Background: an optimization exercise with open tools, aiming at small area. Do not read the settings as production practice.
In this exercise RTL edits were held to simulation tests only and were not proved equivalent to the original.
Power and IR drop assume default switching activity.

==> inputs of build 62 <==
## mbrtu_slave
module mbrtu_slave (
    input  wire        clk,
    input  wire        rst,
    input  wire [7:0]  cfg_unit,
    input  wire [15:0] di,
    input  wire        rx_valid,
    input  wire [7:0]  rx_data,
    input  wire        rx_eof,
    output reg         tx_valid,
    output reg  [7:0]  tx_data,
    input  wire        tx_ready,
    output reg         tx_dir,
    output wire        busy
);
make LEC_CHECK=0 CAP_MARGIN=20 CORE_MARGIN=2 CORE_UTILIZATION=25 PLACE_DENSITY=0.35 SLEW_MARGIN=20 finish   # period 10.0 ns
run.sh (not shown) runs the stock make flow with config.mk's settings and CLKGATE_MAP_FILE= SYNTH_SCRIPT=/design/flow/synth_recipe.tcl, a recipe that flattens the netlist after the stock synthesis.
==> trial 5: changes against build 62 <==
--- a/flow/design.v
+++ b/flow/design.v
@@ -15,27 +15,26 @@
     localparam [2:0] S_IDLE  = 3'd0,
                      S_CHK   = 3'd1,
                      S_CWAIT = 3'd2,
                      S_CMT   = 3'd3,
                      S_WINC  = 3'd4,
                      S_FIN   = 3'd5,
                      S_DIR   = 3'd6,
                      S_TX    = 3'd7;
-    localparam [2:0] T_UNIT = 3'd0,
+    localparam [2:0] T_END  = 3'd0,
                      T_FC   = 3'd1,
                      T_B2   = 3'd2,
                      T_B3   = 3'd3,
                      T_B4   = 3'd4,
                      T_B5   = 3'd5,
                      T_DATA = 3'd6,
                      T_CRCH = 3'd7;
     reg [2:0]  state;
     reg [2:0]  nk;           
-    reg        last;         
     reg [511:0] hr;
     reg [511:0] pbuf;
     reg [63:0]  coils;
     reg [63:0]  cnts;
     reg [5:0]   ph;
     reg         clr;
     reg [3:0]   inc_req;
     reg         carry;
@@ -43,22 +42,21 @@
     reg         ovf;
     reg [15:0]  crc;
     reg [7:0]   unit;
     reg [7:0]   fc;
     reg         reg_hi_nz;
     reg [7:0]   reg_lo;
     reg [7:0]   qhi;
     reg [7:0]   qlo;
-    reg [7:0]   hb;          
+    reg         bc_ok;       
     reg         wpend;
     reg [5:0]   bp;          
-    reg [6:0]   rem;         
+    reg [7:0]   rem;         
     reg [2:0]   bcnt;        
-    reg [1:0]   exc;
     assign busy = (state != S_IDLE);
     function [15:0] crc_byte;
         input [15:0] c_in;
         input [7:0]  b;
         integer i;
         reg [15:0] c;
         begin
             c = c_in ^ {8'h00, b};
@@ -72,41 +70,42 @@
     wire fc03 = (fc == 8'h03);
     wire fc04 = (fc == 8'h04);
     wire fc05 = (fc == 8'h05);
     wire fc06 = (fc == 8'h06);
     wire fc0F = (fc == 8'h0F);
     wire fc10 = (fc == 8'h10);
     wire fc41 = (fc == 8'h41);
     wire bitmode = fc01 | fc02 | fc04;
-    wire [7:0]  bc     = tx_data;
     wire [15:0] q      = {qhi, qlo};
     wire        qz     = (q == 16'd0);
     wire        big    = reg_hi_nz | (qhi != 8'd0);
     wire [8:0]  end8   = {1'b0, reg_lo} + {1'b0, qlo};
     wire [11:0] c8     = {1'b0, qhi[2:0], qlo} + 12'd7;
-    wire        nofit  = ({1'b0, bc} + 9'd9) > len;
+    wire [7:0]  bcx    = fc0F ? c8[10:3] : {qlo[6:0], 1'b0};
+    wire        nofit  = (rem != 8'd0) || (len == 9'd8);
+    reg  [1:0]  exc;
     reg  [1:0]  d_exc;
     always @* begin
         d_exc = 2'd0;
         case (fc)
             8'h01: if (qz || q > 16'd2000) d_exc = 2'd3;
                    else if (big || end8 > 9'd64) d_exc = 2'd2;
             8'h02: if (qz || q > 16'd2000) d_exc = 2'd3;
                    else if (big || end8 > 9'd16) d_exc = 2'd2;
             8'h03: if (qz || q > 16'd125) d_exc = 2'd3;
                    else if (big || end8 > 9'd32) d_exc = 2'd2;
             8'h04: if (qz || q > 16'd125) d_exc = 2'd3;
                    else if (big || end8 > 9'd4) d_exc = 2'd2;
             8'h05: if (qlo != 8'd0 || (qhi != 8'h00 && qhi != 8'hFF)) d_exc = 2'd3;
                    else if (reg_hi_nz || reg_lo > 8'd63) d_exc = 2'd2;
             8'h06: if (reg_hi_nz || reg_lo > 8'd31) d_exc = 2'd2;
-            8'h0F: if (qz || q > 16'd1968 || bc != c8[10:3] || nofit) d_exc = 2'd3;
+            8'h0F: if (qz || q > 16'd1968 || !bc_ok || nofit) d_exc = 2'd3;
                    else if (big || end8 > 9'd64) d_exc = 2'd2;
-            8'h10: if (qz || q > 16'd123 || bc != {qlo[6:0], 1'b0} || nofit) d_exc = 2'd3;
+            8'h10: if (qz || q > 16'd123 || !bc_ok || nofit) d_exc = 2'd3;
                    else if (big || end8 > 9'd32) d_exc = 2'd2;
             8'h41: if (qlo == 8'd0 || qlo > 8'd123) d_exc = 2'd3;
                    else if (reg_hi_nz || end8 > 9'd64) d_exc = 2'd2;
             default: d_exc = 2'd1;
         endcase
     end
     wire drop = ovf || (len < 9'd8) || (cfg_unit != 8'd0 && unit != cfg_unit);
     wire [7:0] hr_tap   = hr[7:0];
@@ -126,23 +125,23 @@
     wire [5:0] wd   = bp - ph;
     wire       fire = wpend && (wd[1:0] == 2'd0);
     reg [511:0] pb_nx;
     integer m;
     always @* begin
         pb_nx = {pbuf[7:0], pbuf[511:8]};
         for (m = 0; m < 16; m = m + 1)
             if (fire && wd[5:2] == m)
-                pb_nx[8*((4*m + 63) % 64) +: 8] = hb;
+                pb_nx[8*((4*m + 63) % 64) +: 8] = tx_data;
     end
     wire       acc    = tx_valid && tx_ready;
     wire       free   = !tx_valid || tx_ready;
     wire [15:0] crc_nx = crc_byte(crc, (state == S_IDLE) ? rx_data : tx_data);
     wire       bit_src = fc01 ? coil_tap : fc02 ? di[ph[3:0]] : cnt_tap;
-    wire       bit_in  = (rem != 7'd0) & bit_src;
+    wire       bit_in  = (rem != 8'd0) & bit_src;
     wire [5:0] bstart  = fc04 ? (bp ^ 6'd8) : bp;
     reg [7:0] b2;
     always @* begin
         if (exc != 2'd0)      b2 = {6'd0, exc};
         else if (fc01 | fc02) b2 = {4'd0, c8[6:3]};
         else if (fc03 | fc04) b2 = {qlo[6:0], 1'b0};
         else                  b2 = 8'd0;
     end
@@ -172,41 +171,45 @@
                 bp    <= bp + (fc0F ? 6'd8 : 6'd1);
             end
             case (state)
                 S_IDLE: begin
                     if (rx_valid) begin
                         crc <= crc_nx;
                         if (len[8]) ovf <= 1'b1;
                         else        len <= len + 9'd1;
-                        hb <= rx_data;
+                        tx_data <= rx_data;
                         case (len)
                             9'd0: unit <= rx_data;
                             9'd1: fc <= rx_data;
                             9'd2: reg_hi_nz <= (rx_data != 8'd0);
                             9'd3: begin
                                 reg_lo <= rx_data;
                                 bp <= fc0F ? rx_data[5:0] : {rx_data[4:0], 1'b0};
                             end
                             9'd4: qhi <= rx_data;
                             9'd5: qlo <= rx_data;
-                            9'd6: tx_data <= rx_data;
+                            9'd6: begin
+                                bc_ok <= (rx_data == bcx);
+                                rem   <= rx_data;
+                            end
                             default: ;
                         endcase
+                        if (len >= 9'd9 && rem != 8'd0) rem <= rem - 8'd1;
                         if ((fc06 && (len == 9'd4 || len == 9'd5)) ||
                             (fc0F && len >= 9'd7 && len < 9'd15) ||
                             (fc10 && len >= 9'd7 && len < 9'd71))
                             wpend <= 1'b1;
                     end else if (rx_eof) begin
                         state <= S_CHK;
                     end
                 end
                 S_CHK: begin
                     bcnt <= 3'd0;
-                    exc  <= d_exc;
+                    exc <= d_exc;
                     if (!clr) begin
                         if (drop) begin
                             inc_req[3] <= 1'b1;
                             state <= S_FIN;
                         end else if (crc != 16'd0) begin
                             inc_req[1] <= 1'b1;
                             state <= S_FIN;
                         end else begin
@@ -218,38 +221,36 @@
                                 state <= (fc05 | fc06 | fc0F | fc10) ? S_CWAIT : S_WINC;
                             end
                             case (fc)
                                 8'h03, 8'h06, 8'h10: bp <= {reg_lo[4:0], 1'b0};
                                 8'h04:               bp <= {reg_lo[1:0], 4'd0};
                                 default:             bp <= reg_lo[5:0];
                             endcase
                             case (fc)
-                                8'h03, 8'h10: rem <= {qlo[5:0], 1'b0};
-                                8'h04:        rem <= {qlo[2:0], 4'd0};
-                                8'h05:        rem <= 7'd1;
-                                8'h06:        rem <= 7'd2;
-                                default:      rem <= qlo[6:0];
+                                8'h03, 8'h10: rem <= {1'b0, qlo[5:0], 1'b0};
+                                8'h04:        rem <= {1'b0, qlo[2:0], 4'd0};
+                                8'h05:        rem <= 8'd1;
+                                8'h06:        rem <= 8'd2;
+                                default:      rem <= {1'b0, qlo[6:0]};
                             endcase
                         end
                     end
                 end
                 S_CWAIT, S_CMT: begin
                     if (cmt_on) begin
-                        state <= (rem == 7'd1) ? S_WINC : S_CMT;
-                        rem   <= rem - 7'd1;
+                        state <= (rem == 8'd1) ? S_WINC : S_CMT;
+                        rem   <= rem - 8'd1;
                         bcnt  <= bcnt + 3'd1;
                         tx_data <= (bcnt == 3'd0) ? {1'b0, pb_tap[7:1]} : {1'b0, tx_data[7:1]};
                     end
                 end
                 S_WINC: begin
                     if (inc_done) begin
                         tx_dir <= 1'b1;
-                        nk     <= T_UNIT;
-                        last   <= 1'b0;
                         state  <= S_DIR;
                     end
                 end
                 S_FIN: begin
                     if (inc_done) begin
                         len   <= 9'd0;
                         ovf   <= 1'b0;
                         crc   <= 16'hFFFF;
@@ -261,17 +262,17 @@
                     tx_data  <= unit;
                     nk       <= T_FC;
                     crc      <= 16'hFFFF;
                     state    <= S_TX;
                 end
                 S_TX: begin
                     if (acc) crc <= crc_nx;
                     if (free) begin
-                        if (last) begin
+                        if (nk == T_END) begin
                             tx_valid <= 1'b0;
                             tx_dir   <= 1'b0;
                             len      <= 9'd0;
                             ovf      <= 1'b0;
                             crc      <= 16'hFFFF;
                             state    <= S_IDLE;
                         end else begin
                             case (nk)
@@ -282,44 +283,44 @@
                                 T_B2: begin
                                     tx_data <= b2;
                                     nk <= ((exc != 2'd0) | fc01 | fc02 | fc03 | fc04) ? T_DATA : T_B3;
                                 end
                                 T_B3: begin tx_data <= reg_lo; nk <= T_B4; end
                                 T_B4: begin tx_data <= qhi;    nk <= T_B5; end
                                 T_B5: begin tx_data <= qlo;    nk <= T_DATA; bcnt <= 3'd0; end
                                 T_DATA: begin
-                                    if ((rem == 7'd0 && bcnt == 3'd0) || exc != 2'd0) begin
+                                    if ((rem == 8'd0 && bcnt == 3'd0) || exc != 2'd0) begin
                                         tx_valid <= 1'b1;
                                         tx_data  <= crc_nx[7:0];
                                         nk       <= T_CRCH;
                                     end else if (!bitmode) begin
                                         if (ph == bp) begin
                                             tx_valid <= 1'b1;
                                             tx_data  <= hr_tap;
                                             bp       <= bp + 6'd1;
-                                            rem      <= rem - 7'd1;
+                                            rem      <= rem - 8'd1;
                                         end else begin
                                             tx_valid <= 1'b0;
                                         end
                                     end else begin
                                         if (bcnt != 3'd0 || ph == bstart) begin
                                             tx_data <= {bit_in, tx_data[7:1]};
                                             bcnt    <= bcnt + 3'd1;
-                                            if (rem != 7'd0) rem <= rem - 7'd1;
+                                            if (rem != 8'd0) rem <= rem - 8'd1;
                                             tx_valid <= (bcnt == 3'd7);
                                             if (bcnt == 3'd7) bp <= bp + 6'd8;
                                         end else begin
                                             tx_valid <= 1'b0;
                                         end
                                     end
                                 end
                                 T_CRCH: begin
-                                    tx_data <= crc[15:8];
-                                    last    <= 1'b1;
+                                    tx_data <= crc_nx[7:0];
+                                    nk      <= T_END;
                                 end
                                 default: ;
                             endcase
                         end
                     end
                 end
                 default: state <= S_IDLE;
             endcase
==> flow/flow/run.sh (new file) <==
#!/bin/bash
# Own layout flow: the standard ORFS flow with
#  - synthesis through flow/mysynth.tcl: the standard script, but ripple
#    adders and an area-oriented ABC script (flow/abc_deep.script) for the
#    combinational logic; registers are mapped as in the standard synthesis;
#  - CTS without dummy load cells, clkbuf_8 leaf buffers in small clusters;
#  - plain buf_1 cells as the port buffers.
# ORFS writes each step's full log under orfs/logs; make's output goes to
# flow_make.log here.
set -euo pipefail
F=$PWD/flow
export MY_ABC_SCRIPT=$F/abc_deep.script
export CTS_ARGS="-sink_clustering_enable -repair_clock_nets -dont_use_dummy_load -buf_list sky130_fd_sc_hd__clkbuf_8 -sink_clustering_size 16 -sink_clustering_max_diameter 50"
export BUFFER_PORTS_ARGS="-buffer_cell sky130_fd_sc_hd__buf_1"
bash standard.sh SYNTH_SCRIPT=$F/mysynth.tcl finish > flow_make.log 2>&1
==> flow/flow/abc_deep.script (new file) <==
strash
&get -n
&deepsyn -T 60
&put
dch -f
map -a
strash
dch -f
map -a
topo
dnsize
==> flow/flow/mysynth.tcl (new file) <==
proc synth {args} { yosys synth -nofsm -noshare {*}$args }
# Area-oriented mapping of the combinational logic: ripple adders instead of
# Kogge-Stone lookahead and the platform's full-adder cells, and an ABC script
# that maps for area twice.  Registers are mapped exactly as in the standard
# synthesis.
set ::env(SYNTH_OPERATIONS_ARGS) "-booth"
if {[info exists ::env(ADDER_MAP_FILE)]} { unset ::env(ADDER_MAP_FILE) }
proc abc {args} {
  set i [lsearch -exact $args -script]
  if {$i >= 0 && [info exists ::env(MY_ABC_SCRIPT)]} { lset args [expr {$i + 1}] $::env(MY_ABC_SCRIPT) }
  yosys abc {*}$args
}
source $::env(SCRIPTS_DIR)/synth.tcl
# left out here: clear keep_hierarchy, flatten, clean up, hide names made inside functions, write 1_2_yosys.v
==> flow/standard.sh (new file) <==
#!/bin/bash
# synth_recipe.tcl (not shown) runs the flow's synth.tcl, then flattens the netlist and writes it again
# the make line also repeats each setting of config.mk as NAME=value (left out here)
make -C /OpenROAD-flow-scripts/flow DESIGN_CONFIG=/design/flow/config.mk WORK_HOME=/design/flow/orfs CLKGATE_MAP_FILE= SYNTH_SCRIPT=/design/flow/synth_recipe.tcl "${@:-finish}"
==> flow/config.mk (replaced) <==
export PLATFORM = sky130hd
export DESIGN_NAME = mbrtu_slave
export DESIGN_NICKNAME = mbrtu_slave
export VERILOG_FILES = /design/flow/design.v
export SDC_FILE = /design/flow/constraint.sdc
export NUM_CORES = 8
export LEC_CHECK = 0
export CAP_MARGIN = 20
export CORE_MARGIN = 2
export CORE_UTILIZATION = 60
export PLACE_DENSITY = 0.7
export SLEW_MARGIN = 20
removed: flow/run.sh
==> comparison table <==
quantity	trial 5	build 62
Result of the run	timing/DRC/antenna clean	timing/DRC/antenna clean
Synth Area in Simple Gates	7.16%	6.22%
Non-clk invs	199	39
Number of clock buffers in the layout	95	201
Synth Area in Compound Gates	7.28%	5.41%
Crit. End Element	register	primary output
Core Region	52300 um2	135000 um2
Power in sequential cells	5.28 mW	5.37 mW
Total track usage	24.1%	11.6%
Cts bufs inserted	95	134
Met1 Usage GRT	33.6%	15.6%
Reg-to-reg endpoint	bp[5]	len[3]
Final wirelength	65100 um	80200 um
Hold path endpoint	pbuf[143]	pbuf[134]
Adder-cell share of the synthesized area	0%	1.52%
Area of the die	54700 um2	140000 um2
Combinational share of power	8.4%	9.7%
Met3 wire len	3940 um	4700 um
Maximum fanout encountered on the critical timing path	5	31
Power Total	8.22 mW	11.4 mW
Multi-input gate share of total cell area	14.2%	18.0%
Power density over the cells	241 nW/um2	276 nW/um2
Post-placement cell area	32800 um2	36800 um2
Worst Tran Pin Value	1.25 ns	1.17 ns
Share of synthesized area spent on multiplexers	0%	6.06%
Vias in the first global route	16700	18900
Portion of the layout cell area used by clock cells	3.83%	11.0%

what the ideal ports hide:
No port has a modelled driver above. Below, the same layouts with a new extraction and two added sets of constraints. Step 1 assumes that a clkbuf_16 drives the clock port and a buf_2 every other input. Step 2 also shifts input and output timing later by t, the mid clock arrival at the registers, as if the neighbouring blocks saw the same clock. Three values: ideal, step 1, step 2; two values: the first two.
run	t, ns	setup WS [ns]	hold WS [ns]
build 62	0.784	5.292 / 5.227 / 4.756	0.293 / 0.293 / 0.293
trial 5	0.708	5.111 / 5.146 / 4.438	0.290 / 0.290 / 0.290
After both steps setup and hold are still met in every run listed. The setup slack of trial 5, which loses most, moves by +0.035 ns with the drivers and by -0.673 ns with both steps.
